From an optimization exercise on the open Yosys and OpenROAD flow, aimed at small area; shortcuts taken in it are not production practice. Only simulation tests tie the RTL to the original design; equivalence was not proved. Power figures rest on the tool's default switching activity, not on a simulated workload. The clock port is modelled as an ideal driver; clocking choices that lean on that would not hold on a real chip.

$ cat flow/config.mk
export PLATFORM = sky130hd
export DESIGN_NAME = bl0940_block
export DESIGN_NICKNAME = bl0940_block
export VERILOG_FILES = /design/flow/design.v
export SDC_FILE = /design/flow/constraint.sdc
export NUM_CORES = 4
export LEC_CHECK = 0
export CAP_MARGIN = 20
export CORE_MARGIN = 2
export CORE_UTILIZATION = 40
export SLEW_MARGIN = 20
$ cat flow/constraint.sdc
create_clock -name core_clock -period 10.0 [get_ports {clk}]
set_input_delay 2.0000 -clock core_clock [delete_from_list [all_inputs] [get_ports {clk}]]
set_output_delay 2.0000 -clock core_clock [all_outputs]
set_load 0.01 [all_outputs]
$ cat flow/design.v
module bl0940_block (
    input  wire        clk,
    input  wire        rst,
    input  wire        csr_we,
    input  wire [7:0]  csr_idx,
    input  wire [63:0] csr_wdata,
    output reg  [63:0] csr_rdata,
    output wire        busy,
    output wire        rx_flush,
    output wire        tx_valid,
    output reg  [7:0]  tx_data,
    output wire        tx_last,
    input  wire        tx_ready,
    input  wire        tx_fail,
    output wire        rx_active,
    input  wire        rx_valid,
    input  wire [7:0]  rx_data,
    input  wire        rx_timeout
);
    localparam [2:0] E_NONE     = 3'd0;
    localparam [2:0] E_RDLEN    = 3'd1;
    localparam [2:0] E_RDCKSUM  = 3'd2;
    localparam [2:0] E_WRSEND   = 3'd3;
    localparam [2:0] E_WRVERIFY = 3'd4;
    localparam [2:0] OPC_READ  = 3'd1;
    localparam [2:0] OPC_WRITE = 3'd2;
    localparam [2:0] OPC_APPLY = 3'd3;
    localparam [2:0] OPC_GET   = 3'd4;
    localparam [1:0] P_IDLE  = 2'd0;
    localparam [1:0] P_FLUSH = 2'd1;
    localparam [1:0] P_TX    = 2'd2;
    localparam [1:0] P_RX    = 2'd3;
    localparam [2:0] S_RD   = 3'd0;   
    localparam [2:0] S_RDV  = 3'd1;   
    localparam [2:0] S_BULK = 3'd2;   
    localparam [2:0] S_UNL  = 3'd4;   
    localparam [2:0] S_WR   = 3'd5;   
    localparam [2:0] S_REL  = 3'd6;   
    reg [2:0]   opc_q;        
    reg [7:0]   addr_q;       
    reg [2:0]   err_q;
    reg         ill_q;
    reg         snap_q;       
    reg [23:0]  arg_q;
    reg         arg_v;
    reg [23:0]  res_q;
    reg         res_v;
    reg [5:0]   cfg_q;
    reg [62:0]  div_q;
    reg         div_v;
    reg [62:0]  rsh_q;
    reg         rsh_v;
    reg [191:0] raw_q;        
    reg [191:0] tmp_q;        
    reg [1:0]   phase;
    reg [2:0]   step;
    reg [5:0]   cnt;          
    reg [7:0]   acc;          
    reg         mism;         
    assign busy      = (phase != P_IDLE);
    assign rx_flush  = (phase == P_FLUSH);
    assign tx_valid  = (phase == P_TX);
    assign rx_active = (phase == P_RX);
    wire is_wr   = step[2];
    wire is_bulk = (step == S_BULK);
    wire op_rd   = (opc_q == OPC_READ);
    wire op_wr   = (opc_q == OPC_WRITE);
    wire op_ap   = (opc_q == OPC_APPLY);
    wire op_get  = (opc_q == OPC_GET);
    wire [7:0] caddr = (op_rd | op_wr) ? addr_q :
                       op_ap ? 8'h18 : 8'h0C;
    wire [23:0] mode_v = {tmp_q[191:188], cfg_q[3:2], cfg_q[1:0],
                          tmp_q[183:178], cfg_q[5], cfg_q[4], tmp_q[175:168]};
    wire [23:0] cval   = op_wr ? (arg_v ? arg_q : 24'd0) : mode_v;
    wire [23:0] wval   = (step == S_UNL) ? 24'h000055 :
                         (step == S_REL) ? 24'h000000 : cval;
    reg [7:0] vbyte;
    always @(*) begin
        case (cnt[1:0])
            2'd2:    vbyte = wval[7:0];
            2'd3:    vbyte = wval[15:8];
            default: vbyte = wval[23:16];
        endcase
    end
    always @(*) begin
        case (cnt[2:0])
            3'd0:    tx_data = is_wr ? 8'hA8 : 8'h58;
            3'd1:    tx_data = is_bulk ? 8'hAA :
                               (step == S_WR) ? caddr :
                               is_wr ? 8'h1A : caddr;
            3'd5:    tx_data = ~acc;
            default: tx_data = vbyte;
        endcase
    end
    assign tx_last = is_wr ? (cnt[2:0] == 3'd5) : (cnt[2:0] == 3'd1);
    wire       tx_hs   = tx_valid && tx_ready;
    wire       rx_take = rx_active && rx_valid;
    wire [7:0] acc_in  = rx_active ? rx_data : tx_data;
    wire [7:0] acc_nx  = acc + acc_in;
    wire [5:0] cnt_nx  = cnt + 6'd1;
    wire       rx_full = rx_take && (cnt_nx == (is_bulk ? 6'd37 : 6'd6));
    wire       rx_end  = rx_active && (rx_timeout || rx_full);
    wire       ck_ok   = (acc_nx == 8'hFF);
    wire       val_b   = (cnt >= 6'd2) && (cnt <= 6'd4);
    wire       fld_b   = (cnt >= 6'd3  && cnt <= 6'd8)  ||
                         (cnt >= 6'd12 && cnt <= 6'd14) ||
                         (cnt >= 6'd18 && cnt <= 6'd20) ||
                         (cnt >= 6'd24 && cnt <= 6'd26) ||
                         (cnt >= 6'd30 && cnt <= 6'd35);
    wire       tmp_sh  = rx_take && (is_bulk ? fld_b : (step == S_RD && val_b));
    wire       res_sh  = rx_take && step == S_RD && op_rd && val_b;
    always @(posedge clk) begin
        if (tmp_sh)
            tmp_q <= {rx_data, tmp_q[191:8]};
        if (res_sh)
            res_q <= {rx_data, res_q[23:8]};
    end
    wire        host_we   = csr_we && !busy;
    wire [7:0]  w_opc     = csr_wdata[7:0];
    wire        cmd_legal = (w_opc >= 8'd1) && (w_opc <= 8'd4) &&
                            (csr_wdata[63:16] == 48'd0) &&
                            !(w_opc[2] | w_opc[1] & w_opc[0] && csr_wdata[15:8] != 8'd0);
    wire        cfg_legal = (csr_wdata[1:0] != 2'd3) && (csr_wdata[3:2] != 2'd3);
    wire        cal_legal = !csr_wdata[63] && (csr_wdata[62:52] != 11'h7FF) &&
                            (csr_wdata[62:0] != 63'd0);
    wire        we_cmd    = host_we && csr_idx == 8'h00 && cmd_legal;
    always @(posedge clk) begin
        if (we_cmd)
            addr_q <= csr_wdata[15:8];
        if (host_we && csr_idx == 8'h03)
            arg_q <= csr_wdata[23:0];
        if (host_we && csr_idx == 8'h06 && cal_legal)
            div_q <= csr_wdata[62:0];
        if (host_we && csr_idx == 8'h07 && cal_legal)
            rsh_q <= csr_wdata[62:0];
        if (phase == P_RX && rx_end && rx_full && ck_ok && step == S_RD && op_get)
            raw_q <= tmp_q;
    end
    always @(*) begin
        csr_rdata = 64'd0;
        case (csr_idx)
            8'h00: csr_rdata = {48'd0, (opc_q != 3'd0) ? addr_q : 8'd0, 5'd0, opc_q};
            8'h01: csr_rdata = {61'd0, err_q};
            8'h02: csr_rdata = {62'd0, snap_q, ill_q};
            8'h03: csr_rdata = {40'd0, arg_v ? arg_q : 24'd0};
            8'h04: csr_rdata = {40'd0, res_v ? res_q : 24'd0};
            8'h05: csr_rdata = {58'd0, cfg_q};
            8'h06: csr_rdata = div_v ? {1'b0, div_q} : 64'h3FF0000000000000;
            8'h07: csr_rdata = rsh_v ? {1'b0, rsh_q} : 64'h3FF0000000000000;
            8'h10, 8'h11, 8'h12, 8'h13, 8'h14, 8'h15, 8'h16, 8'h17:
                   csr_rdata = {40'd0, snap_q ? raw_q[csr_idx[2:0]*24 +: 24] : 24'd0};
            default: csr_rdata = 64'd0;
        endcase
    end
    always @(posedge clk) begin
        if (rst) begin
            opc_q  <= 3'd0;
            err_q  <= E_NONE;
            ill_q  <= 1'b0;
            snap_q <= 1'b0;
            arg_v  <= 1'b0;
            res_v  <= 1'b0;
            cfg_q  <= 6'd0;
            div_v  <= 1'b0;
            rsh_v  <= 1'b0;
            phase  <= P_IDLE;
        end else begin
            case (phase)
                P_IDLE: begin
                    if (host_we) begin
                        ill_q <= 1'b1;
                        case (csr_idx)
                            8'h00: if (cmd_legal) begin
                                ill_q <= 1'b0;
                                opc_q <= w_opc[2:0];
                                err_q <= E_NONE;
                                phase <= P_FLUSH;
                                case (w_opc[2:0])
                                    OPC_WRITE: step <= (csr_wdata[15:8] == 8'h1A) ? S_WR : S_UNL;
                                    OPC_GET:   step <= S_BULK;
                                    default:   step <= S_RD;
                                endcase
                            end
                            8'h03: begin
                                ill_q <= 1'b0;
                                arg_v <= 1'b1;
                            end
                            8'h05: if (cfg_legal) begin
                                ill_q <= 1'b0;
                                cfg_q <= csr_wdata[5:0];
                            end
                            8'h06: if (cal_legal) begin
                                ill_q <= 1'b0;
                                div_v <= 1'b1;
                            end
                            8'h07: if (cal_legal) begin
                                ill_q <= 1'b0;
                                rsh_v <= 1'b1;
                            end
                            default: ;
                        endcase
                    end
                end
                P_FLUSH: begin
                    cnt   <= 6'd0;
                    acc   <= 8'd0;
                    mism  <= 1'b0;
                    phase <= P_TX;
                end
                P_TX: begin
                    if (tx_ready) begin
                        cnt <= cnt_nx;
                        if (!(is_bulk && cnt[0]))
                            acc <= acc_nx;
                        if (tx_last) begin
                            if (tx_fail && step != S_REL) begin
                                err_q <= E_WRSEND;
                                if (step == S_RD && op_rd)
                                    res_v <= 1'b0;
                                phase <= P_IDLE;
                            end else begin
                                case (step)
                                    S_UNL: begin
                                        step  <= S_WR;
                                        phase <= P_FLUSH;
                                    end
                                    S_WR: begin
                                        if (op_wr && addr_q == 8'h1A) begin
                                            phase <= P_IDLE;
                                        end else begin
                                            step  <= S_RDV;
                                            phase <= P_FLUSH;
                                        end
                                    end
                                    S_REL:   phase <= P_IDLE;
                                    default: phase <= P_RX;
                                endcase
                            end
                        end
                    end
                end
                default: begin  
                    if (rx_take) begin
                        cnt <= cnt_nx;
                        acc <= acc_nx;
                        if (val_b && rx_data != vbyte)
                            mism <= 1'b1;
                    end
                    if (rx_end) begin
                        if (!rx_full || !ck_ok) begin
                            err_q <= !rx_full ? E_RDLEN : E_RDCKSUM;
                            if (step == S_RD && op_rd)
                                res_v <= 1'b0;
                            phase <= P_IDLE;
                        end else begin
                            case (step)
                                S_BULK: begin
                                    step  <= S_RD;
                                    phase <= P_FLUSH;
                                end
                                S_RDV: begin
                                    if (mism) begin
                                        err_q <= E_WRVERIFY;
                                        phase <= P_IDLE;
                                    end else begin
                                        step  <= S_REL;
                                        phase <= P_FLUSH;
                                    end
                                end
                                default: begin  
                                    if (op_ap) begin
                                        step  <= S_UNL;
                                        phase <= P_FLUSH;
                                    end else begin
                                        if (op_rd)
                                            res_v <= 1'b1;
                                        if (op_get)
                                            snap_q <= 1'b1;
                                        phase <= P_IDLE;
                                    end
                                end
                            endcase
                        end
                    end
                end
            endcase
        end
    end
endmodule
$ cat flow/run.sh
#!/bin/bash
# synth_recipe.tcl (not shown) runs the flow's synth.tcl, then flattens the netlist and writes it again
# the make line also repeats each setting of config.mk as NAME=value (left out here)
make -C /OpenROAD-flow-scripts/flow DESIGN_CONFIG=/design/flow/config.mk WORK_HOME=/design/flow/orfs CLKGATE_MAP_FILE= SYNTH_SCRIPT=/design/flow/synth_recipe.tcl finish
==> flow_summary.toml, run 1 <==
[run_status]
status = "no timing/DRC/antenna violations"

[placement]
place_area_um2 = 26200
numPortBuffers = 162
gp_congestion = 0.904
place_inst = 2287
dpl.hpwl_mm = 40.0

[floorplan]
pin_count = 164
fp.dieW_um = 248
fp.dieH_um = 248
core_area_um2 = 58800
rows = 89
start_util = 0.404
die_area_um2 = 61300

[timing]
max_freq_mhz = 122
worst_pin_slew_ns = 1.16
max_slew_margin = 0.230
period_share = 0.820
setup_viol = 0
whs_ns = 0.418
finalCriticalPeriod_ns = 8.20
tns_ns = 0
clock_skew_ns = 0.0526
hold_viol = 0
rsz0062_at_grt = "false"
slew_viol_final = 0

[clocking]
htreeDepth = 2
path_clk_slew_ns = 0.07
root_buffer = "clkbuf_16"
tritoncts = "yes"
clk_path_buf_depth = 3
cts_sinks = 604
cts_made_buffers = 60
clk_latency_ns = 0.66
cts_hold_buffers = 0
cts_resized = 0
cts_setup_buffers = 0

[route]
post-route-drc-count = 0
vias = 13632
drtIter0Drc = 1619
first_pass_iters = 7
detail_route.wl_per_cell_um = 24.9
routed_via_density = 5.68
wirelength_mm = 59.8
postRouteAntennaNets = 0

[worst_setup_path]
crit_fanout = 29
crit_type = "primary input to output pin"
worstSetupStartpointType = "primary input"
cp_data_required_time_ns = 8.00
cp-end-kind = "output pin"
r2r_cells = 17
worstPathArrival_ns = 6.20

[cells_and_area]
multiInputGateArea_um2 = 5460
fill_cells = 4902
drive_gt1_frac = 0.124
stdcell_area_um2 = 28400
seqCellArea_um2 = 17900
stdcell_count = 2401
nets = 1680
synthToLayoutAreaGrowth_pct = 19.5

[grt]
grt-ovfl-total = 0
antenna_found_initial = 3
grt_usage = 0.194
grt_max_degree = 157
grt_pass1_wl_mm = 87.5
first_global_vias = 13809

[synthesis]
yosysSeqAreaShare = 0.756
synth_fp_nets = 1508
synth_common_cells = "584 x edfxtp_1, 90 x nor2_1, 73 x nand2_1"
synth_edf_count = 584
netlist_instances = 1404
synth.most_common_cell = "edfxtp_1"
synth_top_area_cell = "edfxtp_1"
synth_warnings = 1
yosys.cell_types.count = 79
avgSynthCellArea_um2 = 16.9
yosys-top-cells-area = "edfxtp_1 74%, mux4_2 4.6%, dfxtp_1 1.7%"
async_flop_share = 0
synth_top_area_share = 0.739
ys_ff_latch = 604
ys.flop_type = "edfxtp_1"
syn_area_um2 = 23700

[power_and_ir_drop]
vdd_drop_max_v = 0.000151
p_per_area_nw_per_um2 = 186
p_total_w = 0.00527
leakage_nw = 8.93

[worst_hold_path]
min_path_type = "flip-flop to flip-flop"
hold_depth = 0

[job]
drv_cap = 0
-- metal layers --
metal,global-route usage,vias to the layer above,part of all wire
met5,0,-,0.00022
met4,0.0627,2,0.027
met3,0.0380,106,0.073
met2,0.312,573,0.49
met1,0.265,6918,0.41
li1,-,6033,-
-- cells by family (layout without fill, tap and decap cells) --
logic type      Yosys count  count (layout)  share of synthesized area
compound gates          256             256                     0.0786
xor+xnor                 14              14                    0.00517
fa+ha+maj                18              18                    0.00970
buf+inv                  94             315                     0.0163
flops                   604             604                      0.756
mux                      90              90                     0.0647
other cells               1               4                   0.000158
simple gates            327             327                     0.0697
-- path summary, 6_finish.rpt --
kind | from | endpoint | slack (ns)
min | tmp_q[162] | raw_q[162] | 0.42
max | csr_idx[3] | csr_rdata[32] | 1.80
max reg2reg | cnt[0] | raw_q[122] | 3.10
min reg2reg | tmp_q[162] | raw_q[162] | 0.42
-- flip-flops by register name, indices dropped and copies added (netlist names) --
| name | count |
|---|---|
| addr_q | 8 |
| cnt | 6 |
| tmp_q | 192 |
| res_v | 1 |
| rsh_q | 63 |
| opc_q | 3 |
| rsh_v | 1 |
| ill_q | 1 |
| div_v | 1 |
| res_q | 24 |
| arg_v | 1 |
| div_q | 63 |
| acc | 8 |
| snap_q | 1 |
| cfg_q | 6 |
| err_q | 3 |
| phase | 2 |
| raw_q | 192 |
| arg_q | 24 |
| step | 3 |
| mism | 1 |
-- placed cells by master, fill, tap and decap left out, types with 10 or more instances in the layout --
| cell | count |
|---|---|
| nand3_1 | 37 |
| mux4_2 | 49 |
| nor3_1 | 17 |
| a21oi_1 | 47 |
| edfxtp_1 | 584 |
| a32oi_1 | 12 |
| dfxtp_1 | 20 |
| inv_1 | 24 |
| bufinv_16 | 13 |
| clkdlybuf4s50_1 | 159 |
| clkinv_1 | 14 |
| clkbuf_16 | 60 |
| buf_4 | 16 |
| a222oi_1 | 19 |
| nand2_1 | 73 |
| nor2b_1 | 11 |
| a211oi_1 | 11 |
| a22oi_1 | 12 |
| ha_1 | 16 |
| and3_1 | 10 |
| o21ai_0 | 31 |
| a22o_1 | 35 |
| clkinv_2 | 10 |
| mux2_2 | 18 |
| a31oi_1 | 11 |
| nor2_1 | 84 |
| xnor2_1 | 10 |
| o22ai_1 | 18 |
| nor4_1 | 23 |
| mux2i_1 | 23 |
-- power breakdown --
part / internal, W / total (W) / switching, W
combinational: 0.0000577 / 0.000123 / 0.0000654
sequential: 0.00274 / 0.00274 / 0.000000468
clock: 0.00144 / 0.00240 / 0.000963
total: 0.00424 / 0.00527 / 0.00103
-- layout make-up --
class / instances / area share
flip-flops and latches: 604 / 0.632
clock inverters: 45 / 0.0216
clock buffers: 66 / 0.0537
repair buffers: 179 / 0.0621
multi-input cells: 706 / 0.193
diodes: 3 / 0.000265
well taps: 773 / 0.0341
inverters: 25 / 0.00331
-- stage by stage --
stage / setup WS [ns] / util
after global routing: 1.63 / 0.482
after CTS: 1.88 / 0.482
after detailed placement: 1.90 / 0.446
final: 1.80 / 0.482
after floorplan: 1.12 / -
after global placement: 1.99 / 0.446
-- worst max-delay path, cell delays in order --
cell and delay (ns):
clkdlybuf4s50_1 0.42, nor4_2 0.65, and2b_1 0.35, nand4b_1 0.57, nor2_4 1.01, buf_4 0.44
a22o_1 0.21, clkdlybuf4s50_1 0.54
==> run 2: changes to the inputs <==
--- a/flow/design.v
+++ b/flow/design.v
@@ -137,19 +137,34 @@
             raw_q <= tmp_q;
     end
+    wire lo0 = (csr_idx[7:3] == 5'd0);
+    wire hi2 = (csr_idx[7:3] == 5'b00010) & snap_q;
+    wire s_cmd = lo0 & (csr_idx[2:0] == 3'd0);
+    wire s_err = lo0 & (csr_idx[2:0] == 3'd1);
+    wire s_st  = lo0 & (csr_idx[2:0] == 3'd2);
+    wire s_arg = lo0 & (csr_idx[2:0] == 3'd3) & arg_v;
+    wire s_res = lo0 & (csr_idx[2:0] == 3'd4) & res_v;
+    wire s_cfg = lo0 & (csr_idx[2:0] == 3'd5);
+    wire s_div = lo0 & (csr_idx[2:0] == 3'd6);
+    wire s_rsh = lo0 & (csr_idx[2:0] == 3'd7);
+    wire s_addr = s_cmd & (opc_q != 3'd0);
+    wire [7:0] s_raw;
+    genvar gi;
+    generate for (gi = 0; gi < 8; gi = gi + 1) begin : g_rs
+        assign s_raw[gi] = hi2 & (csr_idx[2:0] == gi);
+    end endgenerate
+    reg [23:0] raw_rd;
+    integer ri;
     always @(*) begin
-        csr_rdata = 64'd0;
-        case (csr_idx)
-            8'h00: csr_rdata = {48'd0, (opc_q != 3'd0) ? addr_q : 8'd0, 5'd0, opc_q};
-            8'h01: csr_rdata = {61'd0, err_q};
-            8'h02: csr_rdata = {62'd0, snap_q, ill_q};
-            8'h03: csr_rdata = {40'd0, arg_v ? arg_q : 24'd0};
-            8'h04: csr_rdata = {40'd0, res_v ? res_q : 24'd0};
-            8'h05: csr_rdata = {58'd0, cfg_q};
-            8'h06: csr_rdata = div_v ? {1'b0, div_q} : 64'h3FF0000000000000;
-            8'h07: csr_rdata = rsh_v ? {1'b0, rsh_q} : 64'h3FF0000000000000;
-            8'h10, 8'h11, 8'h12, 8'h13, 8'h14, 8'h15, 8'h16, 8'h17:
-                   csr_rdata = {40'd0, snap_q ? raw_q[csr_idx[2:0]*24 +: 24] : 24'd0};
-            default: csr_rdata = 64'd0;
-        endcase
+        raw_rd = 24'd0;
+        for (ri = 0; ri < 8; ri = ri + 1)
+            raw_rd = raw_rd | ({24{s_raw[ri]}} & raw_q[ri*24 +: 24]);
+    end
+    wire [63:0] div_rd = div_v ? {1'b0, div_q} : 64'h3FF0000000000000;
+    wire [63:0] rsh_rd = rsh_v ? {1'b0, rsh_q} : 64'h3FF0000000000000;
+    always @(*) begin
+        csr_rdata = ({64{s_div}} & div_rd) | ({64{s_rsh}} & rsh_rd) |
+                    {40'd0, raw_rd | ({24{s_arg}} & arg_q) | ({24{s_res}} & res_q)} |
+                    {48'd0, {8{s_addr}} & addr_q, 5'd0, {3{s_err}} & err_q | {3{s_cmd}} & opc_q | {1'b0, {2{s_st}} & {snap_q, ill_q}}} |
+                    {58'd0, {6{s_cfg}} & cfg_q};
     end
     always @(posedge clk) begin
--- a/flow/config.mk
+++ b/flow/config.mk
@@ -9,3 +9,4 @@
 export CORE_MARGIN = 2
 export CORE_UTILIZATION = 40
+export CTS_BUF_LIST = sky130_fd_sc_hd__clkbuf_4
 export SLEW_MARGIN = 20
==> flow_summary.toml, run 2 <==
[placement]
gp_congestion = 0.873
numPortBuffers = 162
dpl.hpwl_mm = 40.0

[floorplan]
die_area_um2 = 59300
core_area_um2 = 56500
rows = 87
fp.dieW_um = 243
fp.dieH_um = 243
pin_count = 164
start_util = 0.406

[grt]
grt-ovfl-total = 0
grt_max_degree = 193
grt_usage = 0.215
grt_pass1_wl_mm = 92.7
first_global_vias = 14291
antenna_found_initial = 3

[power_and_ir_drop]
leakage_nw = 8.83
p_total_w = 0.00495
vdd_drop_max_v = 0.000108
p_per_area_nw_per_um2 = 179

[timing]
clock_skew_ns = 0.0473
tns_ns = 0
finalCriticalPeriod_ns = 8.09
period_share = 0.809
setup_viol = 0
max_slew_margin = 0.291
rsz0062_at_grt = "false"
hold_viol = 0
slew_viol_final = 0
worst_pin_slew_ns = 1.06
max_freq_mhz = 124

[clocking]
htreeDepth = 4
cts_hold_buffers = 0
cts_resized = 0
clk_path_buf_depth = 3
cts_setup_buffers = 0
clk_latency_ns = 0.97
cts_made_buffers = 154
root_buffer = "clkbuf_4"
tritoncts = "yes"
path_clk_slew_ns = 0.06
cts_sinks = 604

[cells_and_area]
layout_common_cells = "584 x edfxtp_1, 221 x clkbuf_4, 162 x clkdlybuf4s50_1"
seqCellArea_um2 = 17900
multiInputGateArea_um2 = 4800
drive_gt1_frac = 0.171
top_regs = "raw_q x192, tmp_q x192"
nets = 1757
synthToLayoutAreaGrowth_pct = 20.3
fill_cells = 4765
final_common_cell = "edfxtp_1"
final_util = 0.488

[run_status]
status = "no timing/DRC/antenna violations"

[route]
first_pass_iters = 7
post-route-drc-count = 0
routed_via_density = 5.75
drtIter0Drc = 1918
postRouteAntennaNets = 0
wirelength_mm = 63.5
detail_route.wl_per_cell_um = 25.2
vias = 14489

[worst_setup_path]
crit_chain = "clkdlybuf4s50_1 > nor4_2 > nand2b_1 > nor2_1 > nand3_1 > nor2_4 > buf_4 > a22o_1 > clkdlybuf4s50_1"
path_common_cell = "clkdlybuf4s50_1"
worstSetupStartpointType = "primary input"
critPathMaxStageDelay_ns = 1.00
worstPathArrival_ns = 6.09
cp-end-kind = "output pin"
cp_slowest_cell = "nor2_4"
crit_type = "primary input to output pin"
cp_top_family = "simple AND/OR/NAND/NOR gates"
worst-path-buf-inv = 3
cp_data_required_time_ns = 8.00
crit_fanout = 28

[synthesis]
synth.most_common_cell = "edfxtp_1"
syn_area_um2 = 22900
async_flop_share = 0
netlist_instances = 1379
synth_top_area_cell = "edfxtp_1"
ys_ff_latch = 604
synth_top_area_share = 0.765
synth_common_cells = "584 x edfxtp_1, 81 x nor2_1, 61 x a22oi_1"
yosys.cell_types.count = 74
avgSynthCellArea_um2 = 16.6
ys.flop_type = "edfxtp_1"
synth_fp_nets = 1483
yosysSeqAreaShare = 0.782
yosys-top-cells-area = "edfxtp_1 76%, a222oi_1 2.0%, a22oi_1 2.0%"
synth_edf_count = 584
synth_warnings = 1

[worst_hold_path]
min_path_type = "flip-flop to flip-flop"

[job]
drv_cap = 0
==> run 2: worst register-to-register path, delay by kind of cell (launching register included) <==
| kind | cells | cell delay [ns] |
|---|---|---|
| and+or+nand+nor | 5 | 2.13 |
| AOI/OAI and AO/OA | 5 | 1.19 |
| buffers and inverters | 3 | 1.09 |
| DFF | 1 | 0.54 |
| adders and majority gates | 2 | 0.50 |
| muxes | 1 | 0.24 |
==> run 2: cells by family (layout without fill, tap and decap cells) <==
group                    Yosys count  in the layout  share of synthesized area
adder cells (fa/ha/maj)           18             18                     0.0100
buffers and inverters             92            476                     0.0157
other                              1              3                   0.000164
AO/OA/AOI/OAI                    322            322                      0.107
multiplexers                      19             19                    0.00873
AND/OR/NAND/NOR                  308            308                     0.0702
XOR/XNOR                          15             15                    0.00573
flip-flops                       604            604                      0.782
==> run 2: final timing paths <==
path / start / end / slack, ns / cells past startpoint
worst min register to register: tmp_q[1] / raw_q[1] / 0.41 / 0
worst min-delay path: tmp_q[1] / raw_q[1] / 0.41 / 0
worst max-delay path: csr_idx[3] / csr_rdata[44] / 1.91 / 9
worst max register to register: cnt[0] / raw_q[57] / 3.81 / 16
==> run 2: metal layers <==
| metal | GRT usage | part of all wire | vias up |
|---|---|---|---|
| met4 | 0.0787 | 0.029 | 0 |
| met1 | 0.292 | 0.42 | 7129 |
| li1 | - | - | 6310 |
| met2 | 0.316 | 0.44 | 930 |
| met3 | 0.0794 | 0.11 | 120 |
| met5 | 0 | 0 | - |
==> run 2: layout make-up <==
type                    instances  area share
diodes                          2    0.000181
clock buffers                 221      0.0601
clock inverters                45     0.00957
inverters                      22     0.00299
multi-input cells             683       0.174
flip-flops and latches        604       0.650
well taps                     756      0.0343
repair buffers                188      0.0685
==> run 2: metrics by stage <==
stage | instances | instance area, µm² | setup WS (ns) | hold slack, ns
6_report | 2521 | 27600 | 1.91 | 0.414
4_1_cts | 2517 | 27500 | 1.91 | 0.407
2_1_floorplan | 1379 | 23000 | -0.493 | 0.400
3_3_place_gp | 2249 | 25600 | 1.92 | 0.406
5_1_grt | 2520 | 27600 | 1.64 | 0.423
3_5_place_dp | 2251 | 25600 | 1.93 | 0.408
==> run 2: power by group <==
part | leakage (nW) | total (W) | internal, W | switching (W)
logic | 2.26 | 0.000111 | 0.0000474 | 0.0000634
clock network | 1.15 | 0.00209 | 0.00109 | 0.000994
registers | 5.41 | 0.00275 | 0.00275 | 0.00000350
==> run 3: changes to the inputs <==
--- a/flow/config.mk
+++ b/flow/config.mk
@@ -8,5 +8,6 @@
 export CAP_MARGIN = 20
 export CORE_MARGIN = 2
-export CORE_UTILIZATION = 40
-export CTS_BUF_LIST = sky130_fd_sc_hd__clkbuf_4
+export CORE_UTILIZATION = 70
+export CTS_BUF_LIST = sky130_fd_sc_hd__clkbuf_8
+export CTS_CLUSTER_SIZE = 30
 export SLEW_MARGIN = 20
==> flow_summary.toml, run 3 <==
[run_status]
status = "no timing/DRC/antenna violations"

[grt]
use_met2 = 0.507
grt_busiest_layer = "met2"
grt_max_degree = 122
use_met3 = 0.106
first_global_vias = 14086
grt_use_met1 = 0.500
grt_pass1_wl_mm = 85.7
grt-ovfl-total = 0
antenna_found_initial = 1
grt_usage = 0.349

[synthesis]
yosys-top-cells-area = "edfxtp_1 76%, a222oi_1 2.0%, a22oi_1 2.0%"
yosysSeqAreaShare = 0.782
synth_edf_count = 584
synth_fp_nets = 1483
synth_warnings = 1
synth.most_common_cell = "edfxtp_1"
ys_ff_latch = 604
yosys.cell_types.count = 74
syn_area_um2 = 22900
netlist_instances = 1379
avgSynthCellArea_um2 = 16.6
synth_top_area_share = 0.765
async_flop_share = 0
ys.flop_type = "edfxtp_1"
synth_top_area_cell = "edfxtp_1"
synth_common_cells = "584 x edfxtp_1, 81 x nor2_1, 61 x a22oi_1"

[cells_and_area]
top_regs = "raw_q x192, tmp_q x192"
layout_common_cells = "584 x edfxtp_1, 162 x clkdlybuf4s50_1, 95 x clkbuf_8"
nets = 1692
final_common_cell = "edfxtp_1"
antenna_cells = 0
multiInputGateArea_um2 = 4790
synthToLayoutAreaGrowth_pct = 17.3
fill_cells = 1675
stdcell_area_um2 = 26900
seqCellArea_um2 = 17900
drive_gt1_frac = 0.104

[timing]
hold_viol = 0
max_freq_mhz = 124
max_slew_margin = 0.167
finalCriticalPeriod_ns = 8.09
clock_skew_ns = 0.0321
worst_pin_slew_ns = 1.24
slew_viol_final = 0
whs_ns = 0.418
setup_viol = 0
rsz0062_at_grt = "false"
period_share = 0.809

[clocking]
cts_made_buffers = 90
clk_path_buf_depth = 3
htreeDepth = 3
cts_hold_buffers = 0
clk_latency_ns = 0.66
tritoncts = "yes"
cts_resized = 0
path_clk_slew_ns = 0.06
cts_setup_buffers = 0
cts_sinks = 604
root_buffer = "clkbuf_8"

[power_and_ir_drop]
p_per_area_nw_per_um2 = 178
leakage_nw = 8.63
vdd_drop_max_v = 0.000150

[route]
detail_route.wl_per_cell_um = 28.1
routed_via_density = 6.97
first_pass_iters = 9
post-route-drc-count = 0
vias = 14649
postRouteAntennaNets = 0
wirelength_mm = 59.0
drtIter0Drc = 2501

[worst_setup_path]
cp_slowest_cell = "nor2_4"
reg2reg_slack_ns = 3.45
crit-reg2reg-launch = "step[2]"
r2r_cells = 15
crit_type = "primary input to output pin"
worstPathArrival_ns = 6.09
reg2reg_to = "raw_q[167]"
worstSetupStartpointType = "primary input"
cp-end-kind = "output pin"
critPathMaxStageDelay_ns = 0.79
crit_fanout = 23
cp_data_required_time_ns = 8.00
cp-endpoint = "csr_rdata[10]"
crit_chain = "clkdlybuf4s50_1 > nor4_2 > nand2b_1 > nor2_1 > nand3_1 > nor2_4 > buf_4 > a222oi_1 > and3_1 > nand3_1 > clkdlybuf4s50_1"
critPathLaunch = "csr_idx[3]"

[placement]
gp_congestion = 0.933
dpl.hpwl_mm = 36.8
numPortBuffers = 162
place_area_um2 = 25200

[floorplan]
fp.dieH_um = 185
fp.dieW_um = 185
die_area_um2 = 34200
pin_count = 164
rows = 66
core_area_um2 = 32400
start_util = 0.708

[worst_hold_path]
min_path_type = "flip-flop to flip-flop"

[job]
drv_cap = 0
[run 3: cell types whose count changed in the layout (fill, tap and decap cells not counted), moves of 2 or more]
cell	before	now
buf_16	2	0
buf_4	20	23
clkbuf_4	221	0
clkbuf_8	0	95
clkinv_1	28	21
clkinv_2	3	7
clkinvlp_4	2	4
diode_2	2	0
inv_1	22	53
inv_2	8	0
[run 3: worst max-delay path: cells and delay by family]
kind	cells	cell delay, ns
simple gates	7	2.58
buf+inv	3	1.34
compound gates	1	0.14
[run 3: stage by stage]
| stage | std cells | TNS, ns | setup WS, ns | total power, W | utilization |
|---|---|---|---|---|---|
| after floorplan | 1379 | -94.70 | -0.493 | 0.00284 | - |
| after global placement | 1937 | 0 | 2.12 | 0.00291 | 0.777 |
| after detailed placement | 1937 | 0 | 2.05 | 0.00291 | 0.777 |
| after CTS | 2101 | 0 | 2.00 | 0.00479 | 0.830 |
| after global routing | 2102 | 0 | 1.71 | 0.00490 | 0.831 |
| final | 2102 | 0 | 1.91 | 0.00478 | 0.831 |
[run 3: worst min path at each step]
stage	startpoint	to	cells after the start
after floorplan	tmp_q[0]	raw_q[0]	0
final	tmp_q[0]	raw_q[0]	0
after global routing	tmp_q[1]	raw_q[1]	0
after detailed placement	tmp_q[0]	raw_q[0]	0
after CTS	tmp_q[0]	raw_q[0]	0
after global placement	tmp_q[0]	raw_q[0]	0
[run 3: logic make-up (layout without fill, tap and decap cells)]
kind of cell	count (synthesis)	in the layout	share of synthesized area
DFF	604	604	0.782
AOI/OAI and AO/OA	322	322	0.107
and+or+nand+nor	308	308	0.0702
buffers and inverters	92	373	0.0157
muxes	19	19	0.00873
adders and majority gates	18	18	0.0100
xor gates and xnor gates	15	15	0.00573
other	1	1	0.000164
[run 3: routing by layer]
metal	vias to the layer above	wire, µm
met1	7110	22100
met4	2	2440
met2	1253	26000
met3	191	8520
li1	6093	-
met5	-	12
[run 3: final cells by class]
| class | instances | area share |
|---|---|---|
| tap | 442 | 0.0206 |
| sequential | 604 | 0.667 |
| inverter | 22 | 0.00307 |
| clock buffer | 95 | 0.0486 |
| clock inverter | 69 | 0.0149 |
| timing repair buffer | 187 | 0.0679 |
| multi-input combinational | 683 | 0.178 |
[run 3: report_power, final]
part | internal (W) | switching [W] | total [W] | leakage (nW)
logic | 0.0000473 | 0.0000619 | 0.000109 | 2.24
clock network | 0.000984 | 0.000935 | 0.00192 | 0.976
registers | 0.00275 | 0.00000328 | 0.00275 | 5.41
total | 0.00378 | 0.00100 | 0.00478 | 8.63
==> run 4: changes to the inputs <==
==> flow/flow/run.sh (new file) <==
#!/bin/bash
# Standard ORFS layout with smaller port buffers and a coarser clock tree.
set -uo pipefail
bash standard.sh \
  "BUFFER_PORTS_ARGS=-buffer_cell sky130_fd_sc_hd__buf_1" \
  "CTS_ARGS=-sink_clustering_enable -repair_clock_nets -buf_list sky130_fd_sc_hd__clkbuf_16 -sink_clustering_size 30 -sink_clustering_max_diameter 80 -dont_use_dummy_load" \
  finish > orfs_make.log 2>&1
==> flow/standard.sh (new file) <==
#!/bin/bash
# synth_recipe.tcl (not shown) runs the flow's synth.tcl, then flattens the netlist and writes it again
# the make line also repeats each setting of config.mk as NAME=value (left out here)
make -C /OpenROAD-flow-scripts/flow DESIGN_CONFIG=/design/flow/config.mk WORK_HOME=/design/flow/orfs CLKGATE_MAP_FILE= SYNTH_SCRIPT=/design/flow/synth_recipe.tcl "${@:-finish}"
--- a/flow/config.mk
+++ b/flow/config.mk
@@ -9,5 +9,3 @@
 export CORE_MARGIN = 2
 export CORE_UTILIZATION = 70
-export CTS_BUF_LIST = sky130_fd_sc_hd__clkbuf_8
-export CTS_CLUSTER_SIZE = 30
 export SLEW_MARGIN = 20
removed: flow/run.sh
==> flow_summary.toml, run 4 <==
[synthesis]
synth_top_area_cell = "edfxtp_1"
syn_area_um2 = 22900
netlist_instances = 1379
avgSynthCellArea_um2 = 16.6
async_flop_share = 0
ys_ff_latch = 604
yosys.cell_types.count = 74
synth.most_common_cell = "edfxtp_1"
synth_top_area_share = 0.765
yosys-top-cells-area = "edfxtp_1 76%, a222oi_1 2.0%, a22oi_1 2.0%"
yosysSeqAreaShare = 0.782
ys.flop_type = "edfxtp_1"
synth_edf_count = 584
synth_warnings = 1
synth_fp_nets = 1483
synth_common_cells = "584 x edfxtp_1, 81 x nor2_1, 61 x a22oi_1"

[worst_setup_path]
crit_type = "primary input to output pin"
cp_slowest_cell = "nor2_4"
worstSetupStartpointType = "primary input"
cp-end-kind = "output pin"
crit_chain = "buf_1 > nor4_2 > nand2b_1 > nor2_1 > nand3_1 > nor2_4 > buf_4 > a222oi_1 > and3_1 > nand3_1 > buf_1"
critPathMaxStageDelay_ns = 0.81
cp_data_required_time_ns = 8.00
worstPathArrival_ns = 5.33
crit_fanout = 35
reg2reg_slack_ns = 3.43
r2r_cells = 15

[clocking]
cts_made_buffers = 24
htreeDepth = 1
cts_setup_buffers = 0
root_buffer = "clkbuf_16"
cts_sinks = 604
tritoncts = "yes"
cts_resized = 0
clk_path_buf_depth = 3
cts_hold_buffers = 0
path_clk_slew_ns = 0.11
clk_latency_ns = 0.58

[timing]
max_slew_margin = 0.200
slew_viol_final = 0
clock_skew_ns = 0.0432
period_share = 0.733
rsz0062_at_grt = "false"
setup_viol = 0
worst_pin_slew_ns = 1.19
tns_ns = 0
finalCriticalPeriod_ns = 7.33
hold_viol = 0
max_freq_mhz = 136

[route]
vias = 13814
postRouteAntennaNets = 0
detail_route.wl_per_cell_um = 28.7
wirelength_mm = 56.5
first_pass_iters = 7
drtIter0Drc = 2239
post-route-drc-count = 0
routed_via_density = 7.03

[run_status]
status = "no timing/DRC/antenna violations"

[cells_and_area]
fill_cells = 1891
nets = 1627
multiInputGateArea_um2 = 4800
synthToLayoutAreaGrowth_pct = 8.17
final_common_cell = "edfxtp_1"
layout_common_cells = "584 x edfxtp_1, 162 x buf_1, 70 x nor2_1"
seqCellArea_um2 = 17900
stdcell_count = 1964
drive_gt1_frac = 0.0565
top_regs = "raw_q x192, tmp_q x192"

[power_and_ir_drop]
leakage_nw = 7.55
p_per_area_nw_per_um2 = 159
vdd_drop_max_v = 0.000161

[floorplan]
fp.dieW_um = 185
core_area_um2 = 32400
fp.dieH_um = 185
pin_count = 164
rows = 66
die_area_um2 = 34200
start_util = 0.708

[grt]
antenna_found_initial = 3
grt_usage = 0.329
first_global_vias = 12918
grt_max_degree = 122
grt-ovfl-total = 0
grt_pass1_wl_mm = 81.3

[placement]
dpl.hpwl_mm = 36.6
numPortBuffers = 162
place_inst = 1938
gp_congestion = 0.920

[worst_hold_path]
min_path_type = "flip-flop to flip-flop"
hold_depth = 0

[job]
drv_cap = 0
run 4: logic make-up (layout without fill, tap and decap cells):
kind of cell	Yosys count	count (layout)	share of synthesized area
flip-flops	604	604	0.782
AO/OA/AOI/OAI	322	322	0.107
multiplexers	19	19	0.00873
XOR/XNOR	15	15	0.00573
other	1	2	0.000164
buffers and inverters	92	234	0.0157
AND/OR/NAND/NOR	308	308	0.0702
adder cells (fa/ha/maj)	18	18	0.0100
run 4: worst paths after layout:
path,from,end
hold reg to reg,tmp_q[2],raw_q[2]
setup / recovery,csr_idx[3],csr_rdata[12]
hold / removal,tmp_q[2],raw_q[2]
setup reg to reg,step[2],raw_q[143]
run 4: area by class of cell:
type | count | area share
diodes | 1 | 0.000101
clock buffers | 24 | 0.0242
inverters | 22 | 0.00333
multi-input cells | 683 | 0.193
flip-flops and latches | 604 | 0.723
well taps | 442 | 0.0223
repair buffers | 188 | 0.0335
run 4: stage by stage:
stage | setup WS, ns | total power (W) | area (µm²) | util | hold slack, ns
after floorplan | -0.493 | 0.00284 | 23000 | - | 0.400
after global placement | 2.83 | 0.00288 | 24200 | 0.746 | 0.401
after detailed placement | 2.68 | 0.00288 | 24200 | 0.747 | 0.407
after CTS | 2.69 | 0.00395 | 24800 | 0.766 | 0.418
after global routing | 2.39 | 0.00403 | 24800 | 0.766 | 0.440
final | 2.67 | 0.00395 | 24800 | 0.766 | 0.423
run 4: power by group:
group	switching [W]	internal, W	leakage (nW)
Sequential	0.00000332	0.00274	5.41
Clock	0.000690	0.000433	0.296
Combinational	0.0000596	0.0000231	1.84
run 4: critical path, delay by kind of cell:
family / cells / cell delay (ns)
buffers and inverters: 3 / 0.74
AND/OR/NAND/NOR: 7 / 2.43
AO/OA/AOI/OAI: 1 / 0.14
run 4: layer usage:
| layer | track usage | vias up | wire length [µm] |
|---|---|---|---|
| li1 | - | 5882 | - |
| met3 | 0.0757 | 119 | 7750 |
| met4 | 0.117 | 4 | 2040 |
| met5 | 0 | - | 24 |
| met2 | 0.479 | 1030 | 24800 |
| met1 | 0.499 | 6779 | 21800 |
==> run 5: changes to the inputs <==
==> flow/flow/run.sh (replaced) <==
#!/bin/bash
# Standard ORFS layout with smaller port buffers and a coarser clock tree.
set -uo pipefail
bash standard.sh \
  "BUFFER_PORTS_ARGS=-buffer_cell sky130_fd_sc_hd__buf_1" \
  "CTS_ARGS=-sink_clustering_enable -repair_clock_nets -buf_list sky130_fd_sc_hd__clkbuf_8 -sink_clustering_size 20 -sink_clustering_max_diameter 60 -dont_use_dummy_load" \
  finish > orfs_make.log 2>&1
==> flow_summary.toml, run 5 <==
[grt]
use_met2 = 0.473
grt_busiest_layer = "met1"
use_met3 = 0.0812
antenna_found_initial = 2
first_global_vias = 13040
grt_pass1_wl_mm = 81.3
grt-ovfl-total = 0
grt_max_degree = 122
grt_usage = 0.330
grt_use_met1 = 0.497

[worst_hold_path]
min_path_type = "flip-flop to flip-flop"
hold_depth = 0
holdPathEnd = "raw_q[3]"
hold_start = "tmp_q[3]"

[worst_setup_path]
crit_fanout = 35
worstSetupStartpointType = "primary input"
crit-reg2reg-launch = "step[2]"
cp-end-kind = "output pin"
r2r_cells = 15
reg2reg_to = "raw_q[151]"
crit_type = "primary input to output pin"
reg2reg_slack_ns = 3.47
cp_data_required_time_ns = 8.00
worstPathArrival_ns = 5.37

[cells_and_area]
stdcell_area_um2 = 24700
synthToLayoutAreaGrowth_pct = 7.80
final_common_cell = "edfxtp_1"
nets = 1640
drive_gt1_frac = 0.0645
top_regs = "raw_q x192, tmp_q x192"
stdcell_count = 1977
fill_cells = 1906
layout_common_cells = "584 x edfxtp_1, 162 x buf_1, 70 x nor2_1"

[timing]
period_share = 0.737
tns_ns = 0
whs_ns = 0.433
rsz0062_at_grt = "false"
slew_viol_final = 0
finalCriticalPeriod_ns = 7.37
hold_viol = 0
worst_pin_slew_ns = 1.19
max_slew_margin = 0.199
max_freq_mhz = 136
clock_skew_ns = 0.0556
setup_viol = 0

[route]
postRouteAntennaNets = 0
first_pass_iters = 7
wirelength_mm = 56.1
vias = 13917
post-route-drc-count = 0
drtIter0Drc = 2339
routed_via_density = 7.04
detail_route.wl_per_cell_um = 28.4

[clocking]
root_buffer = "clkbuf_8"
htreeDepth = 2
path_clk_slew_ns = 0.11
cts_sinks = 604
cts_hold_buffers = 0
cts_made_buffers = 37
cts_setup_buffers = 0
clk_latency_ns = 0.60
tritoncts = "yes"
cts_resized = 0
clk_path_buf_depth = 3

[job]
drv_cap = 0

[power_and_ir_drop]
p_total_w = 0.00385
switchingPower_w = 0.000746
vdd_drop_max_v = 0.000152
seq_power_share = 0.713
sw_frac_of_total = 0.194
pwr-share-comb = 0.021
p_int_w = 0.00310
p_per_area_nw_per_um2 = 156
power.clock.fraction = 0.265
leakage_nw = 7.52

[synthesis]
syn_area_um2 = 22900
async_flop_share = 0
netlist_instances = 1379
yosys-top-cells-area = "edfxtp_1 76%, a222oi_1 2.0%, a22oi_1 2.0%"
synth_top_area_cell = "edfxtp_1"
synth_warnings = 1
avgSynthCellArea_um2 = 16.6
yosys.cell_types.count = 74
synth_common_cells = "584 x edfxtp_1, 81 x nor2_1, 61 x a22oi_1"
synth_top_area_share = 0.765
ys_ff_latch = 604
ys.flop_type = "edfxtp_1"
yosysSeqAreaShare = 0.782
synth.most_common_cell = "edfxtp_1"
synth_edf_count = 584
synth_fp_nets = 1483

[floorplan]
start_util = 0.708
rows = 66
fp.dieW_um = 185
pin_count = 164
die_area_um2 = 34200
core_area_um2 = 32400
fp.dieH_um = 185

[placement]
numPortBuffers = 162
place_area_um2 = 24200
place_inst = 1938
dpl.hpwl_mm = 36.6
gp_congestion = 0.920

[run_status]
status = "no timing/DRC/antenna violations"
-- run 5: cell counts after synthesis --
No cell type changed its count.
-- run 5: final cells by class --
class | instances | area [µm²] | share of cell area
Inverter | 22 | 82.6 | 0.00334
Sequential cell | 604 | 17900 | 0.726
Timing Repair Buffer | 188 | 840 | 0.0340
Tap cell | 442 | 553 | 0.0224
Antenna cell | 1 | 2.50 | 0.000101
Clock buffer | 37 | 509 | 0.0206
Multi-Input combinational cell | 683 | 4800 | 0.194
-- run 5: worst max-delay path by stage --
stage / start / endpoint / slack, ns / cells after the start
2_1_floorplan: rx_data[0] / raw_q[0] / -0.49 / 9
3_3_place_gp: csr_idx[3] / csr_rdata[23] / 2.83 / 9
3_5_place_dp: csr_idx[3] / csr_rdata[12] / 2.68 / 11
4_1_cts: csr_idx[3] / csr_rdata[12] / 2.68 / 11
5_1_grt: csr_idx[3] / csr_rdata[12] / 2.39 / 11
6_report: csr_idx[3] / csr_rdata[12] / 2.63 / 11
-- run 5: metal layers --
layer / vias to the layer above / share of wire / routed length (µm)
met5: - / 0.00023 / 13
met4: 2 / 0.041 / 2280
met3: 134 / 0.14 / 7910
met2: 1062 / 0.44 / 24400
met1: 6806 / 0.38 / 21500
li1: 5913 / - / -
-- run 5: power groups by stage --
stage	registers, W	logic (W)	clock network (W)
global route	0.00275	0.0000884	0.00111
floorplan	0.00280	0.0000344	0
detailed placement	0.00280	0.0000799	0
CTS	0.00275	0.0000804	0.00103
global placement	0.00280	0.0000781	0
finish	0.00275	0.0000826	0.00102
-- run 5: worst max-delay path, cell delays in order --
cell      delay [ns]
buf_1           0.08
nor4_2          0.45
nand2b_1        0.18
nor2_1          0.23
nand3_1         0.48
nor2_4          0.85
buf_4           0.49
a222oi_1        0.14
and3_1          0.22
nand3_1         0.07
buf_1           0.17
-- run 5: through the flow --
step / utilization / setup WS, ns
6_report: 0.764 / 2.63
5_1_grt: 0.764 / 2.39
2_1_floorplan: - / -0.493
4_1_cts: 0.763 / 2.68
3_3_place_gp: 0.746 / 2.83
3_5_place_dp: 0.747 / 2.68
-- run 5: kinds of logic after synthesis --
family,share of synthesized area
other,0.000164
adder cells (fa/ha/maj),0.0100
AND/OR/NAND/NOR,0.0702
AO/OA/AOI/OAI,0.107
flip-flops,0.782
XOR/XNOR,0.00573
buffers and inverters,0.0157
multiplexers,0.00873
==> run 6: changes to the inputs <==
==> flow/flow/run.sh (replaced) <==
#!/bin/bash
# The standard ORFS layout (standard.sh) with three changes:
#  - synthesis maps the logic with an area-oriented abc script (flow/area_synth.tcl);
#  - every port still gets a buffer, but the smallest one (buf_1);
#  - a coarser clock tree of clkbuf_8 without dummy loads.
# make's output goes to orfs_make.log; ORFS's per-step logs are under orfs/logs/.
set -uo pipefail
here=$(pwd)
bash standard.sh \
  "SYNTH_SCRIPT=$here/flow/area_synth.tcl" \
  "AREA_ABC_SCRIPT=$here/flow/area.abc" \
  "BUFFER_PORTS_ARGS=-buffer_cell sky130_fd_sc_hd__buf_1" \
  "CTS_ARGS=-sink_clustering_enable -repair_clock_nets -buf_list sky130_fd_sc_hd__clkbuf_8 -sink_clustering_size 20 -sink_clustering_max_diameter 60 -dont_use_dummy_load" \
  finish > orfs_make.log 2>&1
==> flow/flow/area.abc (new file) <==
strash
ifraig
scorr
dc2
strash
&get -n
&dch -f
&nf -a
&put
topo
dnsize -c
==> flow/flow/area_synth.tcl (new file) <==
# The standard flow's synthesis script (synth_recipe.tcl) with one change: the abc call that maps the
# logic uses an area-oriented script (flow/area.abc) instead of ORFS's speed script.
proc synth {args} { yosys synth -nofsm -noshare {*}$args }
proc abc {args} {
  set i [lsearch -exact $args -script]
  if { $i >= 0 } { lset args [expr {$i + 1}] $::env(AREA_ABC_SCRIPT) }
  set j [lsearch -exact $args -D]
  if { $j >= 0 } { set args [lreplace $args $j [expr {$j + 1}]] }
  yosys abc {*}$args
}
source $::env(SCRIPTS_DIR)/synth.tcl
# left out here: clear keep_hierarchy, flatten, clean up, hide names made inside functions, write 1_2_yosys.v
==> flow_summary.toml, run 6 <==
[run_status]
status = "no timing/DRC/antenna violations"

[synthesis]
yosys-top-cells-area = "edfxtp_1 79%, a222oi_1 2.6%, dfxtp_1 1.8%"
yosys.cell_types.count = 58
netlist_instances = 1285
async_flop_share = 0
ys_ff_latch = 604
synth_edf_count = 584
synth_top_area_share = 0.785
yosysSeqAreaShare = 0.803
avgSynthCellArea_um2 = 17.4
synth_common_cells = "584 x edfxtp_1, 90 x nor2_1, 64 x nand2_1"
synth_warnings = 1
synth_top_area_cell = "edfxtp_1"
synth.most_common_cell = "edfxtp_1"
syn_area_um2 = 22300
synth_fp_nets = 1389
ys.flop_type = "edfxtp_1"

[timing]
worst_pin_slew_ns = 1.11
max_freq_mhz = 136
clock_skew_ns = 0.104
slew_viol_final = 0
hold_viol = 0
period_share = 0.735
rsz0062_at_grt = "false"
tns_ns = 0
fin_ws_ns = 2.65
finalCriticalPeriod_ns = 7.35
whs_ns = 0.400
setup_viol = 0
max_slew_margin = 0.257

[clocking]
tritoncts = "yes"
clk_latency_ns = 0.62
root_buffer = "clkbuf_8"
path_clk_slew_ns = 0.12
cts_made_buffers = 40
cts_resized = 0
cts_setup_buffers = 0
clk_path_buf_depth = 3
htreeDepth = 2
cts_hold_buffers = 0
cts_sinks = 604

[cells_and_area]
synthToLayoutAreaGrowth_pct = 9.12
final_common_cell = "edfxtp_1"
stdcell_area_um2 = 24400
layout_common_cells = "584 x edfxtp_1, 162 x buf_1, 81 x nor2_1"
nets = 1627
drive_gt1_frac = 0.0611
top_regs = "raw_q x192, tmp_q x192"

[placement]
gp_congestion = 1.01
post-place-ws_ns = 2.72
dpl.hpwl_mm = 36.7
numPortBuffers = 162
place_area_um2 = 23800

[grt]
grt_usage = 0.335
grt-ovfl-total = 0
grt_pass1_wl_mm = 81.0
grt_max_degree = 97
antenna_found_initial = 0
first_global_vias = 13210

[worst_setup_path]
worstPathArrival_ns = 5.35
critPathMaxStageDelay_ns = 0.68
crit_fanout = 38
crit_chain = "buf_1 > nor4_1 > nand2b_1 > or2_0 > nor2_4 > buf_4 > a222oi_1 > and3_1 > nand3_1 > buf_1"
cp_slowest_cell = "nor2_4"
crit_type = "primary input to output pin"
reg2reg_to = "raw_q[57]"
cp_data_required_time_ns = 8.00
cp-end-kind = "output pin"
path_common_cell = "buf_1"
r2r_cells = 22
reg2reg_slack_ns = 3.33
crit-reg2reg-launch = "cnt[0]"
worstSetupStartpointType = "primary input"

[power_and_ir_drop]
p_per_area_nw_per_um2 = 170
power.clock.fraction = 0.256
switchingPower_w = 0.000915
pwr-share-comb = 0.070
vdd_drop_max_v = 0.000184
sw_frac_of_total = 0.221
p_total_w = 0.00414
p_int_w = 0.00322
seq_power_share = 0.674
leakage_nw = 7.47

[worst_hold_path]
hold_depth = 0
holdPathEnd = "raw_q[187]"
min_path_type = "flip-flop to flip-flop"
hold_start = "tmp_q[187]"

[route]
first_pass_iters = 8
postRouteAntennaNets = 0
post-route-drc-count = 0
detail_route.wl_per_cell_um = 29.3
drtIter0Drc = 2190
routed_via_density = 7.11
vias = 13686
wirelength_mm = 56.3

[floorplan]
start_util = 0.710
pin_count = 164
fp.dieW_um = 183
fp.dieH_um = 183
rows = 65
die_area_um2 = 33300
core_area_um2 = 31500

[job]
drv_cap = 0
==> run 6: cell count changes after synthesis, sizes merged, moves of 12 or more <==
cell    delta
clkbuf    -57
a22oi     -32
inv       -22
clkinv    +18
nand2     +15
a222oi    +12
buf       -12
==> run 6: layer usage <==
metal / routed length (µm) / vias up / global-route usage
li1: - / 5804 / -
met1: 21400 / 6781 / 0.476
met2: 26400 / 949 / 0.532
met3: 6120 / 152 / 0.0523
met4: 2360 / 0 / 0.138
met5: 0 / - / 0
==> run 6: cells by family (layout without fill, tap and decap cells) <==
| family | Yosys count | after routing | share of synthesized area |
|---|---|---|---|
| other | 1 | 2 | 0.000168 |
| XOR/XNOR | 15 | 15 | 0.00588 |
| multiplexers | 9 | 9 | 0.00443 |
| flip-flops | 604 | 604 | 0.803 |
| AO/OA/AOI/OAI | 293 | 293 | 0.101 |
| buffers and inverters | 19 | 255 | 0.00336 |
| adder cells (fa/ha/maj) | 17 | 17 | 0.00986 |
| AND/OR/NAND/NOR | 327 | 327 | 0.0721 |
==> run 6: layout make-up <==
type | count | area, µm²
Timing Repair Buffer | 197 | 883
Tap cell | 402 | 503
Clock buffer | 40 | 551
Sequential cell | 604 | 17900
Multi-Input combinational cell | 662 | 4420
Antenna cell | 1 | 2.50
Fill cell | 1774 | 7110
Inverter | 18 | 67.6
==> run 6: how the worst max path moves through the flow <==
| stage | startpoint | endpoint | slack [ns] | cells past startpoint |
|---|---|---|---|---|
| floorplan | rx_data[0] | raw_q[0] | 0.94 | 13 |
| global placement | csr_idx[3] | csr_rdata[14] | 2.82 | 10 |
| detailed placement | csr_idx[3] | csr_rdata[14] | 2.72 | 10 |
| CTS | csr_idx[3] | csr_rdata[14] | 2.66 | 10 |
| global route | csr_idx[3] | csr_rdata[14] | 2.42 | 10 |
| finish | csr_idx[3] | csr_rdata[14] | 2.65 | 10 |
==> run 6: through the flow <==
step                       util  cells
after floorplan               -   1285
after global placement    0.757   1883
after detailed placement  0.757   1883
after CTS                 0.774   1923
after global routing      0.774   1923
final                     0.774   1924
==> run 6: critical path, delay by kind of cell <==
family | cells | cell delay [ns]
compound gates | 1 | 0.18
simple gates | 6 | 2.37
buf+inv | 3 | 0.77
==> run 6: power groups by stage <==
stage / logic, W / clock network (W) / registers [W]
2_1_floorplan: 0.000168 / 0 / 0.00284
3_3_place_gp: 0.000273 / 0 / 0.00284
3_5_place_dp: 0.000281 / 0 / 0.00284
4_1_cts: 0.000283 / 0.00106 / 0.00279
5_1_grt: 0.000310 / 0.00114 / 0.00279
6_report: 0.000290 / 0.00106 / 0.00279
==> run 7: changes to the inputs <==
==> flow/flow/area.abc (replaced) <==
strash
ifraig
scorr
dc2
strash
&get -n
&deepsyn -T 20
&nf -a
&put
topo
dnsize -c
==> flow_summary.toml, run 7 <==
[floorplan]
die_area_um2 = 32900
pin_count = 164
core_area_um2 = 31300
start_util = 0.705
rows = 65
fp.dieH_um = 182
fp.dieW_um = 182

[clocking]
root_buffer = "clkbuf_8"
cts_resized = 0
clk_path_buf_depth = 3
path_clk_slew_ns = 0.10
cts_sinks = 604
htreeDepth = 2
cts_hold_buffers = 0
cts_made_buffers = 40
clk_latency_ns = 0.61
tritoncts = "yes"
cts_setup_buffers = 0

[worst_setup_path]
cp-end-kind = "output pin"
worstSetupStartpointType = "primary input"
crit_type = "primary input to output pin"
cp_data_required_time_ns = 8.00
crit_fanout = 39
crit-reg2reg-launch = "cnt[0]"
worstPathArrival_ns = 5.24
critPathLaunch = "csr_idx[3]"

[synthesis]
post_synth_and_or_nand_nor_area_fraction = 0.0586
syn_area_um2 = 22100
netlist_instances = 1188
synth_top_area_share = 0.795
yosysSeqAreaShare = 0.813
synth_fp_nets = 1292
synth_warnings = 1
avgSynthCellArea_um2 = 18.6
synth_top_area_cell = "edfxtp_1"
yosys-top-cells-area = "edfxtp_1 79%, a222oi_1 3.0%, a22o_1 2.6%"
yosys.cell_types.count = 60
synth_mux_area_frac = 0.00454
synth_edf_count = 584
synth_fa_ha_area_frac = 0.00998
synth_top_family_by_area = "compound AO/OA/AOI/OAI gates"
ys.flop_type = "edfxtp_1"
async_flop_share = 0
ys_ff_latch = 604
synth_xor_area_frac = 0.00380
synth_compound_area_frac = 0.106
synth_common_cells = "584 x edfxtp_1, 66 x a222oi_1, 66 x a22o_1"
synth.most_common_cell = "edfxtp_1"

[power_and_ir_drop]
leakage_nw = 7.36
power.clock.fraction = 0.256
p_per_area_nw_per_um2 = 170
seq_power_share = 0.679
sw_frac_of_total = 0.213
p_int_w = 0.00322
switchingPower_w = 0.000875
pwr-share-comb = 0.066
vdd_drop_max_v = 0.000147

[route]
post-route-drc-count = 0
vias = 12999
postRouteAntennaNets = 0
drtIter0Drc = 2133
routed_via_density = 7.17
first_pass_iters = 8
wirelength_mm = 54.1
detail_route.wl_per_cell_um = 29.8

[timing]
hold_viol = 0
max_slew_margin = 0.191
finalCriticalPeriod_ns = 7.24
period_share = 0.724
rsz0062_at_grt = "false"
slew_viol_final = 0
setup_viol = 0
clock_skew_ns = 0.0919
max_freq_mhz = 138
whs_ns = 0.422
tns_ns = 0
worst_pin_slew_ns = 1.21

[cells_and_area]
synthToLayoutAreaGrowth_pct = 9.01
nets = 1518
top_regs = "raw_q x192, tmp_q x192"
antenna_cells = 0
final_common_cell = "edfxtp_1"
fill_cells = 1759
layout_common_cells = "584 x edfxtp_1, 162 x buf_1, 66 x a222oi_1, 66 x a22o_1, 50 x nor2_1"
drive_gt1_frac = 0.0602
stdcell_area_um2 = 24000

[job]
drv_cap = 0

[worst_hold_path]
min_path_type = "flip-flop to flip-flop"
hold_start = "tmp_q[46]"

[grt]
grt_usage = 0.331
grt_pass1_wl_mm = 78.9
grt-ovfl-total = 0
first_global_vias = 12729
grt_max_degree = 121
antenna_found_initial = 1

[placement]
dpl.hpwl_mm = 35.2
numPortBuffers = 162
gp_congestion = 0.986
place_area_um2 = 23500

[run_status]
status = "no timing/DRC/antenna violations"
## run 7: cell families after synthesis
family	after synthesis
flip-flops	604
AO/OA/AOI/OAI	282
AND/OR/NAND/NOR	248
buffers and inverters	19
adder cells (fa/ha/maj)	17
multiplexers	9
XOR/XNOR	8
other	1
## run 7: worst paths after layout
check                                endpoint  slack (ns)  depth (start not counted)
worst max-delay path            csr_rdata[21]        2.76                         10
worst min-delay path                tmp_q[38]        0.42                          0
worst max register to register      raw_q[60]        3.06                         18
worst min register to register      tmp_q[38]        0.42                          0
## run 7: metal layers
metal	vias to the layer above	wire [µm]	track usage
met5	-	0	0
met3	103	6490	0.0614
met1	6494	20200	0.472
met4	0	1500	0.102
li1	5519	-	-
met2	883	26000	0.535
## run 7: area by class of cell
type	instances	area [µm²]	share of cell area
inverters	18	67.6	0.00281
multi-input cells	565	4180	0.174
well taps	402	503	0.0209
flip-flops and latches	604	17900	0.746
clock buffers	40	551	0.0229
repair buffers	185	813	0.0338
## run 7: power groups by stage
stage          Sequential [W]  Clock, W  Combinational (W)
2_1_floorplan         0.00283         0           0.000160
3_3_place_gp          0.00284         0           0.000259
3_5_place_dp          0.00284         0           0.000263
4_1_cts               0.00278   0.00105           0.000264
5_1_grt               0.00278   0.00114           0.000292
6_report              0.00278   0.00105           0.000270
## run 7: per-stage QoR
step                worst slack [ns]   util  cells  total power [W]
floorplan                      0.861      -   1188          0.00299
CTS                             2.45  0.767   1813          0.00410
global route                    2.58  0.768   1814          0.00421
global placement                2.61  0.749   1773          0.00310
detailed placement              2.45  0.749   1773          0.00310
finish                          2.76  0.768   1814          0.00410
## run 7: worst max-delay path, cell delays in order
cell and delay [ns]:
buf_1 0.08, nor4_1 0.43, nand2_1 0.29, nor3_2 0.61
and2_2 0.90, buf_4 0.39, a22o_1 0.18, a221oi_1 0.05
nand4_1 0.12, buf_1 0.16
==> run 8: changes to the inputs <==
--- a/flow/config.mk
+++ b/flow/config.mk
@@ -6,6 +6,6 @@
 export NUM_CORES = 4
 export LEC_CHECK = 0
-export CAP_MARGIN = 20
+export CAP_MARGIN = 0
 export CORE_MARGIN = 2
 export CORE_UTILIZATION = 70
-export SLEW_MARGIN = 20
+export SLEW_MARGIN = 0
==> flow_summary.toml, run 8 <==
[run_status]
status = "no timing/DRC/antenna violations"

[synthesis]
synth_fp_nets = 1292
synth.most_common_cell = "edfxtp_1"
synth_common_cells = "584 x edfxtp_1, 66 x a222oi_1, 66 x a22o_1"
synth_top_area_cell = "edfxtp_1"
ys.flop_type = "edfxtp_1"
synth_warnings = 1
yosysSeqAreaShare = 0.813
syn_area_um2 = 22100
ys_ff_latch = 604
netlist_instances = 1188
yosys.cell_types.count = 60
avgSynthCellArea_um2 = 18.6
async_flop_share = 0
synth_edf_count = 584
synth_top_area_share = 0.795
yosys-top-cells-area = "edfxtp_1 79%, a222oi_1 3.0%, a22o_1 2.6%"

[route]
drt-met1-wl_mm = 20.8
vias = 12979
routed_via_density = 7.16
routed.top_layer = "met4"
first_pass_iters = 6
postRouteAntennaNets = 0
detail_route.wl_per_cell_um = 29.9
routed-wl-met3_mm = 5.79
wl_met2_mm = 26.2
wirelength_mm = 54.3
drtIter0Drc = 2160
post-route-drc-count = 0

[worst_setup_path]
cp-end-kind = "output pin"
crit_type = "primary input to output pin"
worstPathArrival_ns = 5.60
worstSetupStartpointType = "primary input"
crit-reg2reg-launch = "opc_q[1]"
path_common_cell = "buf_1"
crit_chain = "buf_1 > nor4_1 > nand2_1 > nor3_1 > and2_2 > buf_4 > a22o_1 > a221oi_1 > nand4_1 > buf_1"
crit_fanout = 39
cp_data_required_time_ns = 8.00
critPathMaxStageDelay_ns = 0.96
critPathLaunch = "csr_idx[3]"
cp_slowest_cell = "nor3_1"

[clocking]
clk_latency_ns = 0.60
path_clk_slew_ns = 0.10
tritoncts = "yes"
cts_setup_buffers = 0
cts_made_buffers = 40
clk_path_buf_depth = 3
cts_resized = 0
htreeDepth = 2
root_buffer = "clkbuf_8"
cts_hold_buffers = 0
cts_sinks = 604

[timing]
clock_skew_ns = 0.0830
period_share = 0.760
tns_ns = 0
max_freq_mhz = 132
rsz0062_at_grt = "false"
finalCriticalPeriod_ns = 7.60
hold_viol = 0
fin_ws_ns = 2.40
worst_pin_slew_ns = 1.23
setup_viol = 0
slew_viol_final = 0
max_slew_margin = 0.179

[worst_hold_path]
min_path_type = "flip-flop to flip-flop"
hold_start = "tmp_q[46]"

[power_and_ir_drop]
p_per_area_nw_per_um2 = 171
vdd_drop_max_v = 0.000147
leakage_nw = 7.35

[floorplan]
start_util = 0.705
rows = 65
core_area_um2 = 31300
fp.dieW_um = 182
pin_count = 164
die_area_um2 = 32900
fp.dieH_um = 182

[cells_and_area]
final_util = 0.767
synthToLayoutAreaGrowth_pct = 8.84
layout_common_cells = "584 x edfxtp_1, 162 x buf_1, 66 x a222oi_1, 66 x a22o_1, 50 x nor2_1"
nets = 1517
antenna_cells = 0
final_common_cell = "edfxtp_1"
drive_gt1_frac = 0.0581
stdcell_count = 1813
top_regs = "raw_q x192, tmp_q x192"
fill_cells = 1770

[grt]
grt-ovfl-total = 0
grt_pass1_wl_mm = 78.9
grt_usage = 0.331
grt_max_degree = 121
first_global_vias = 12729
antenna_found_initial = 1

[placement]
post-place-ws_ns = 2.45
dpl.hpwl_mm = 35.2
place_inst = 1773
gp_congestion = 0.986
numPortBuffers = 162

[job]
drv_cap = 0
==> run 8: power by group <==
group	internal (W)	switching, W
logic	0.0000963	0.000174
registers	0.00277	0.0000160
clock network	0.000362	0.000683
total	0.00322	0.000873
==> run 8: logic make-up (layout without fill, tap and decap cells) <==
logic type | Yosys count | after routing | share of synthesized area
AOI/OAI and AO/OA | 282 | 282 | 0.106
xor gates and xnor gates | 8 | 8 | 0.00380
adders and majority gates | 17 | 17 | 0.00998
buffers and inverters | 19 | 242 | 0.00340
DFF | 604 | 604 | 0.813
muxes | 9 | 9 | 0.00454
other | 1 | 1 | 0.000170
and+or+nand+nor | 248 | 248 | 0.0586
==> run 8: layout make-up <==
cell class / instances / area [µm²] / share of cell area
flip-flops and latches: 604 / 17900 / 0.747
clock buffers: 40 / 551 / 0.0229
inverters: 18 / 67.6 / 0.00281
well taps: 402 / 503 / 0.0209
multi-input cells: 565 / 4170 / 0.173
repair buffers: 184 / 786 / 0.0327
==> run 8: critical path: cells and delay by family <==
| family | cells | cell delay [ns] |
|---|---|---|
| and+or+nand+nor | 5 | 2.73 |
| AOI/OAI and AO/OA | 2 | 0.23 |
| buffers and inverters | 3 | 0.65 |
==> run 8: final timing paths <==
| check | to | slack (ns) | depth (start not counted) |
|---|---|---|---|
| max reg2reg | raw_q[60] | 3.08 | 18 |
| max | csr_rdata[21] | 2.40 | 10 |
| min reg2reg | tmp_q[38] | 0.42 | 0 |
| min | tmp_q[38] | 0.42 | 0 |
==> run 8: through the flow <==
step | area (µm²) | total power (W) | hold slack [ns]
after global routing | 24000 | 0.00421 | 0.426
after detailed placement | 23500 | 0.00310 | 0.405
after global placement | 23500 | 0.00310 | 0.403
after CTS | 24000 | 0.00410 | 0.418
final | 24000 | 0.00410 | 0.423
after floorplan | 22100 | 0.00299 | 0.400
==> run 8: routing by layer <==
| metal | track usage | vias to the layer above |
|---|---|---|
| li1 | - | 5519 |
| met1 | 0.472 | 6542 |
| met2 | 0.535 | 822 |
| met3 | 0.0614 | 96 |
| met4 | 0.102 | 0 |
| met5 | 0 | - |

## afterwards: timing with drivers on the ports
In the flow no input, the clock included, has a driving cell. The finished layouts below were timed again as built, in two steps.
Step 1 sets driving cells, clkbuf_16 on the clock port and buf_2 on the other inputs (assumed; they add their load-dependent delay and slew).
Step 2, shift: input delay + t, output delay - t, t = (earliest + latest rising clock arrival at the registers) / 2. This alone moves slack from input paths to output paths.
Slacks: ideal ports / drivers / drivers and shift; pairs: ideal ports / drivers.
run	t, ns	setup WS [ns]	worst register clock-pin slew, ns
run 1	0.689	1.797 / 1.774 / 1.774	0.07 / 0.07
run 2	1.006	1.905 / 1.876 / 1.876	0.07 / 0.07
run 3	0.699	1.908 / 1.882 / 1.882	0.07 / 0.07
run 4	0.613	2.673 / 2.647 / 2.647	0.12 / 0.12
run 5	0.618	2.629 / 2.604 / 2.604	0.12 / 0.12
run 6	0.621	2.655 / 2.626 / 2.626	0.12 / 0.12
run 7	0.612	2.761 / 2.731 / 2.731	0.12 / 0.12
run 8	0.605	2.399 / 2.369 / 2.369	0.12 / 0.12
After both steps every run listed still meets setup and hold.
